From an optimization exercise on the open Yosys and OpenROAD flow, aimed at small area, a short achievable clock period and few clock cycles; shortcuts taken in it are not production practice.
At most, simulation tests tie the RTL to the original design; equivalence was not proved.
No activity file was given, so power comes from the tool's default toggle rates.

// bat_ss
module bat_ss (
    input  wire        clk,
    input  wire        rst,
    input  wire        start,
    input  wire [3:0]  cfg_bits_in_m1,
    input  wire [3:0]  cfg_bits_out_m1,
    input  wire [7:0]  cfg_samples_m1,
    input  wire [7:0]  cfg_before,
    input  wire [7:0]  cfg_after,
    input  wire [3:0]  cfg_in_align_repeat,
    input  wire [3:0]  cfg_in_align_bits_m1,
    input  wire [3:0]  cfg_out_align_repeat,
    input  wire [3:0]  cfg_out_align_bits_m1,
    input  wire [15:0] cfg_repeat,
    input  wire        in_valid,
    input  wire        in_eod,
    input  wire [7:0]  in_data,
    output wire        in_ready,
    output wire        out_valid,
    output wire [7:0]  out_data,
    input  wire        out_ready,
    output wire        busy,
    output reg         ended_eod
);
    localparam [1:0] P_IDLE = 2'd0,
                     P_SAMP = 2'd1,    
                     P_WEND = 2'd2,    
                     P_END  = 2'd3;    
    reg [1:0]  phase;
    reg [3:0]  a_m1;
    reg [3:0]  c_m1;
    reg [7:0]  smp_m1;
    reg [7:0]  bits_before;
    reg [7:0]  bits_after;
    reg [3:0]  in_n;
    reg [3:0]  in_u_m1;
    reg [3:0]  out_m;
    reg [3:0]  out_u_m1;
    reg [3:0]  kmod_r;        
    reg [4:0]  ak_r;          
    reg [3:0]  in_cd;
    reg [3:0]  out_cd;
    reg [15:0] rep_left;      
    reg        wev_d;         
    reg [7:0]  smp_left;      
    reg [8:0]  need;          
    reg [22:0] acc;
  ...
Size: ~2400 cells after synthesis, about 230 flip-flops, ~90 I/O pins.
==> flow/config.mk <==
export PLATFORM = sky130hd
export DESIGN_NAME = bat_ss
export DESIGN_NICKNAME = bat_ss
export VERILOG_FILES = /design/flow/design.v
export SDC_FILE = /design/flow/constraint.sdc
export NUM_CORES = 4
export LEC_CHECK = 0
export CAP_MARGIN = 20
export CORE_MARGIN = 2
export CORE_UTILIZATION = 40
export PLACE_DENSITY = 0.6
export SETUP_SLACK_MARGIN = 5
export SLEW_MARGIN = 20
==> flow/constraint.sdc <==
create_clock -name core_clock -period 10.0 [get_ports {clk}]
set_input_delay 2.0000 -clock core_clock [delete_from_list [all_inputs] [get_ports {clk}]]
set_output_delay 2.0000 -clock core_clock [all_outputs]
set_load 0.01 [all_outputs]
run.sh (not shown) runs the stock make flow with config.mk's settings and CLKGATE_MAP_FILE= SYNTH_SCRIPT=/design/flow/synth_recipe.tcl, a recipe that flattens the netlist after the stock synthesis.
Testbench counts at the start, summed over its fixed seeds: cycles 47,351.
Change:
--- a/flow/design.v
+++ b/flow/design.v
@@ -43,21 +43,21 @@
     reg [15:0] rep_left;      
     reg        wev_d;         
     reg [7:0]  smp_left;      
     reg [8:0]  need;          
     reg [22:0] acc;
     reg [4:0]  n;
     reg        s_v, s_smp, s_pad;
     reg [15:0] s_l;           
     reg        q_v, q_smp, q_pad;
     reg [15:0] q_l;           
-    reg [31:0] em;
+    reg [23:0] em;
     reg [5:0]  em_n;
     wire [4:0] a5 = {1'b0, a_m1} + 5'd1;
     wire [4:0] c5 = {1'b0, c_m1} + 5'd1;
     wire [4:0] u5 = {1'b0, in_u_m1} + 5'd1;
     wire [4:0] v5 = {1'b0, out_u_m1} + 5'd1;
     function [15:0] topmask;
         input [3:0] w_m1;
         integer i;
         begin
             for (i = 0; i < 16; i = i + 1)
@@ -374,32 +374,32 @@
             ya_o = (e_k == 2'd1) && out_m[e_j[1:0]];
         end
         endcase
     end
     wire [4:0] ti = (e_dbl && !e_xtail ? {ri, 1'b0} : {1'b0, ri}) + (ya_i ? {1'b0, yi} : {4'd0, bi_i});
     wire [4:0] to = (e_dbl && !e_xtail ? {ro, 1'b0} : {1'b0, ro}) + (ya_o ? {1'b0, yo} : {4'd0, bi_o});
     wire [3:0] ri_nx = modadd(ti, u5);
     wire [3:0] ro_nx = modadd(to, v5);
     wire [4:0] in_pad  = (ri == 4'd0) ? 5'd0 : u5 - {1'b0, ri};
     wire [4:0] out_pad = (ro == 4'd0) ? 5'd0 : v5 - {1'b0, ro};
-    wire [5:0] room_lim = 6'd31 - {2'd0, c_m1};           
+    wire [5:0] room_lim = 6'd23 - {2'd0, c_m1};           
     wire       room     = (em_n <= room_lim);
     wire       q_acc    = q_v && (!q_smp || room);
     wire       en_b     = !q_v || q_acc;
     wire       en_a     = !s_v || en_b;
     wire       fl       = (phase == P_END) && !s_v && !q_v;
     wire       em_ge8   = (em_n >= 6'd8);
     assign out_valid = em_ge8 || (fl && (em_n != 6'd0));
-    assign out_data  = em[31:24];
+    assign out_data  = em[23:16];
     wire       drain    = out_valid && out_ready;
-    wire [47:0] ins_sh  = {q_l, 32'd0} >> em_n;
-    wire [31:0] em_ins  = em | ((q_acc && q_smp) ? ins_sh[47:16] : 32'd0);
+    wire [39:0] ins_sh  = {q_l, 24'd0} >> em_n;
+    wire [23:0] em_ins  = em | ((q_acc && q_smp) ? ins_sh[39:16] : 24'd0);
     wire [5:0]  em_nadd = em_n + (q_acc && q_smp ? {2'd0, c_m1} + 6'd1 : 6'd0) +
                                  (q_acc && q_pad ? {1'b0, out_pad} : 6'd0);
     wire [5:0]  em_nsub = em_ge8 ? em_nadd - 6'd8 : 6'd0;
     reg  [15:0] e16;
     always @(*) begin
         case (a_m1)
         4'd0: e16 = {s_l[15], s_l[15], s_l[15], s_l[15], s_l[15], s_l[15], s_l[15], s_l[15], s_l[15], s_l[15], s_l[15], s_l[15], s_l[15], s_l[15], s_l[15], s_l[15]};
         4'd1: e16 = {s_l[15], s_l[14], s_l[15], s_l[14], s_l[15], s_l[14], s_l[15], s_l[14], s_l[15], s_l[14], s_l[15], s_l[14], s_l[15], s_l[14], s_l[15], s_l[14]};
         4'd2: e16 = {s_l[15], s_l[14], s_l[13], s_l[15], s_l[14], s_l[13], s_l[15], s_l[14], s_l[13], s_l[15], s_l[14], s_l[13], s_l[15], s_l[14], s_l[13], s_l[15]};
         4'd3: e16 = {s_l[15], s_l[14], s_l[13], s_l[12], s_l[15], s_l[14], s_l[13], s_l[12], s_l[15], s_l[14], s_l[13], s_l[12], s_l[15], s_l[14], s_l[13], s_l[12]};
@@ -461,21 +461,21 @@
     wire [4:0] n_go     = (take_d ? n_t1 : n_t0) - need[4:0];
     always @(posedge clk) begin
         if (rst) begin
             phase     <= P_IDLE;
             ended_eod <= 1'b0;
             s_v       <= 1'b0;
             q_v       <= 1'b0;
             em_n      <= 6'd0;
             n         <= 5'd0;
         end else begin
-            em   <= drain ? {em_ins[23:0], 8'd0} : em_ins;
+            em   <= drain ? {em_ins[15:0], 8'd0} : em_ins;
             em_n <= drain ? em_nsub : em_nadd;
             if (en_b) begin
                 q_v   <= s_v;
                 q_smp <= s_smp;
                 q_pad <= s_pad;
                 q_l   <= q_nx;
             end
             if (!e_done) begin
                 ri <= ri_nx;
                 ro <= ro_nx;
@@ -544,21 +544,21 @@
                     out_u_m1    <= cfg_out_align_bits_m1;
                     kmod_r      <= kmod(cfg_bits_in_m1, cfg_bits_out_m1);
                     ak_r        <= {1'b0, cfg_bits_in_m1} + 5'd1 - {1'b0, kmod(cfg_bits_in_m1, cfg_bits_out_m1)};
                     in_cd       <= cfg_in_align_repeat;
                     out_cd      <= cfg_out_align_repeat;
                     rep_left    <= cfg_repeat;
                     wev_d       <= 1'b0;
                     smp_left    <= cfg_samples_m1;
                     need        <= {1'b0, cfg_before} + {5'd0, cfg_bits_in_m1} + 9'd1;
                     n           <= 5'd0;
-                    em          <= 32'd0;
+                    em          <= 24'd0;
                     e_ph        <= E_AMOD;
                     e_j         <= 4'd4;
                     ri          <= 4'd0;
                     ro          <= 4'd0;
                     phase       <= P_SAMP;
                 end
             end
             P_SAMP, P_WEND: begin
                 if (take && in_eod) begin
                     ended_eod <= 1'b1;
=> Worst setup slack improved by 0.015 ns; sequential share of layout area went down by 0.53 points; hold slack improved by 0.012 ns; register-to-register slack barely changes; via count is about the same; clock power went up by about 7%; power went down by 1.1%; non-clock buffer count went up by 4; wire length went up by 0.66%.
For the second run of this note, only the layout was checked, not whether the RTL still works.

[separate check: timing with driven ports]
No port has a modelled driver above. Below, the same layouts with a new extraction and two added sets of constraints.
Step 1 (the two cells are an assumption about what drives the block):
set clk [get_ports {clk}]
set_driving_cell -lib_cell sky130_fd_sc_hd__clkbuf_16 $clk
set_driving_cell -lib_cell sky130_fd_sc_hd__buf_2 [delete_from_list [all_inputs] $clk]
Step 2 times the ports against the registers' clock, not the clock port: input delays grow and output delays shrink by t, the midpoint of the rising clock arrivals with the driver on.
a / b / c = ideal ports / drivers / drivers and shift; a / b = the first two.
run | shift t [ns] | setup WS [ns] | hold WS [ns]
the first run | 0.640 | 5.094 / 5.041 / 4.692 | 0.468 / 0.468 / 0.468
the second run | 0.643 | 5.110 / 5.047 / 4.592 | 0.480 / 0.480 / 0.480
After both steps every run listed still meets setup and hold. The setup slack of the second run, which loses most, moves by -0.063 ns with the drivers and by -0.518 ns with both steps.
